This design comes from an exercise in tuning for small area, a short achievable clock period and few clock cycles per item on the open sky130 flow, not from production work.
In this exercise RTL edits were held to simulation tests only and were not proved equivalent to the original.
Power and IR drop assume default switching activity.

Design dither_brush_builder, start of the top module:
module dither_brush_builder (
    input  wire        clk,
    input  wire        rst_n,
    input  wire        cmd_valid,
    output wire        cmd_ready,
    input  wire [63:0] cmd_word,
    input  wire [3:0]  rsel,
    output reg  [31:0] rdata,
    output wire        fb_valid,
    input  wire        fb_ready,
    output wire [31:0] fb_offset,
    output wire [2:0]  fb_bit,
    output wire [3:0]  fb_pixel
);
    function [3:0] bayer(input [1:0] row, input [1:0] col);
        bayer = {col[0] ^ row[0], row[0], col[1] ^ row[1], row[1]};
    endfunction
    function ge_thr(input [3:0] l, input [3:0] b);
        reg g;
        integer i;
        begin
            g = &l & &b;
            for (i = 0; i < 4; i = i + 1)
                g = b[i] ? (l[i] & g) : (l[i] | g);
            ge_thr = g;
        end
    endfunction
    function ge11(input [10:0] a, input [10:0] b);
        reg g;
        integer i;
        begin
            g = 1'b1;
  ...
For scale: roughly 1000 cells after synthesis, ~91 flip-flops, roughly 8500 sq um of cells after synthesis.
export LEC_CHECK = 0
export CAP_MARGIN = 20
export CORE_MARGIN = 2
export CORE_UTILIZATION = 48
export CTS_BUF_LIST = sky130_fd_sc_hd__clkbuf_8
export SLEW_MARGIN = 20
create_clock -name core_clock -period 27.0 [get_ports {clk}]
standard.sh (not shown) runs the stock make flow with config.mk's settings and CLKGATE_MAP_FILE= SYNTH_SCRIPT=/design/flow/synth_recipe.tcl, a recipe that flattens the netlist after the stock synthesis.
==> flow/flow/run.sh <==
#!/bin/bash
# Standard ORFS layout (the standard.sh, unchanged synthesis), with the
# port buffers inserted as buf_1 cells instead of the default delay buffers
# and timing repair aimed at a setup margin.
set -euo pipefail
bash standard.sh \
    "BUFFER_PORTS_ARGS=-buffer_cell sky130_fd_sc_hd__buf_1" \
    SETUP_SLACK_MARGIN=14 \
    finish > standard_flow.log 2>&1
Testbench counts at the start, summed over its fixed seeds: cycles 24,016, items 12,000.
==> next run, changes <==
==> flow/run.sh (new file) <==
#!/bin/bash
# synth_recipe.tcl (not shown) runs the flow's synth.tcl, then flattens the netlist and writes it again
# the make line also repeats each setting of config.mk as NAME=value (left out here)
make -C /OpenROAD-flow-scripts/flow DESIGN_CONFIG=/design/flow/config.mk WORK_HOME=/design/flow/orfs CLKGATE_MAP_FILE= SYNTH_SCRIPT=/design/flow/synth_recipe.tcl finish
- CORE_UTILIZATION: 48 -> 55
removed: flow/flow/run.sh
removed: flow/standard.sh
After rerunning: The changed run completed with no timing, DRC or antenna violations; area after synthesis is unchanged; wire length is lower by 9.9%; total power is lower by 9.3%; clock skew stays flat.
==> next run, changes <==
==> flow/flow/run.sh (new file) <==
#!/bin/bash
# Standard ORFS layout (the standard.sh, unchanged synthesis), with the
# port buffers inserted as buf_1 cells instead of the default delay buffers
# and timing repair aimed at a setup margin.
set -euo pipefail
bash standard.sh \
    "BUFFER_PORTS_ARGS=-buffer_cell sky130_fd_sc_hd__buf_1" \
    SETUP_SLACK_MARGIN=13.7 \
    finish > standard_flow.log 2>&1
==> flow/standard.sh (new file) <==
#!/bin/bash
# synth_recipe.tcl (not shown) runs the flow's synth.tcl, then flattens the netlist and writes it again
# the make line also repeats each setting of config.mk as NAME=value (left out here)
make -C /OpenROAD-flow-scripts/flow DESIGN_CONFIG=/design/flow/config.mk WORK_HOME=/design/flow/orfs CLKGATE_MAP_FILE= SYNTH_SCRIPT=/design/flow/synth_recipe.tcl "${@:-finish}"
removed: flow/run.sh
Worst setup slack gains 1.4 ns.
Power grows by 3.8%.
Design area shrinks by 4.6%.
Wire length grows by 4.7%.
Worst hold slack loses 0.032 ns.
==> next run, changes <==
--- a/flow/flow/run.sh
+++ b/flow/flow/run.sh
@@ -8 +8 @@
-    SETUP_SLACK_MARGIN=13.7 \
+    SETUP_SLACK_MARGIN=14 \
- CTS_BUF_LIST: sky130_fd_sc_hd__clkbuf_8 -> not set
After rerunning: The new run finished with timing, DRC and antenna clean; core utilization went up by 2.2 points; final area increases by a few percent; power climbs by roughly a tenth; non-clock buffer count came out higher by 16.

## port drivers added, routing unchanged
No port has a modelled driver above. Below, the same layouts with a new extraction and two added sets of constraints. Step 1, drivers: a clkbuf_16 drives clk and a buf_2 each remaining input, both assumed. Step 2 adds t to the input delays and takes it off the output delays; t is the mean of the earliest and latest rising clock arrival at the registers after step 1. Input paths then give back, and output paths get back, about the clock's delay inside the block. Slacks: no drivers / after step 1 / after step 2; pairs: no drivers / after step 1.
run | t (ns) | slack for setup (ns) | worst data-port slew with drivers (ns)
the first run | 0.439 | 14.143 / 14.146 / 13.727 | 0.06
the second run | 0.423 | 12.500 / 12.509 / 12.086 | 0.06
the third run | 0.415 | 13.894 / 13.865 / 13.573 | 0.04
the fourth run | 0.399 | 14.115 / 14.141 / 13.742 | 0.05
After both steps every run listed still meets setup and hold. The setup slack of the first run, which loses most, moves by +0.003 ns with the drivers and by -0.416 ns with both steps.
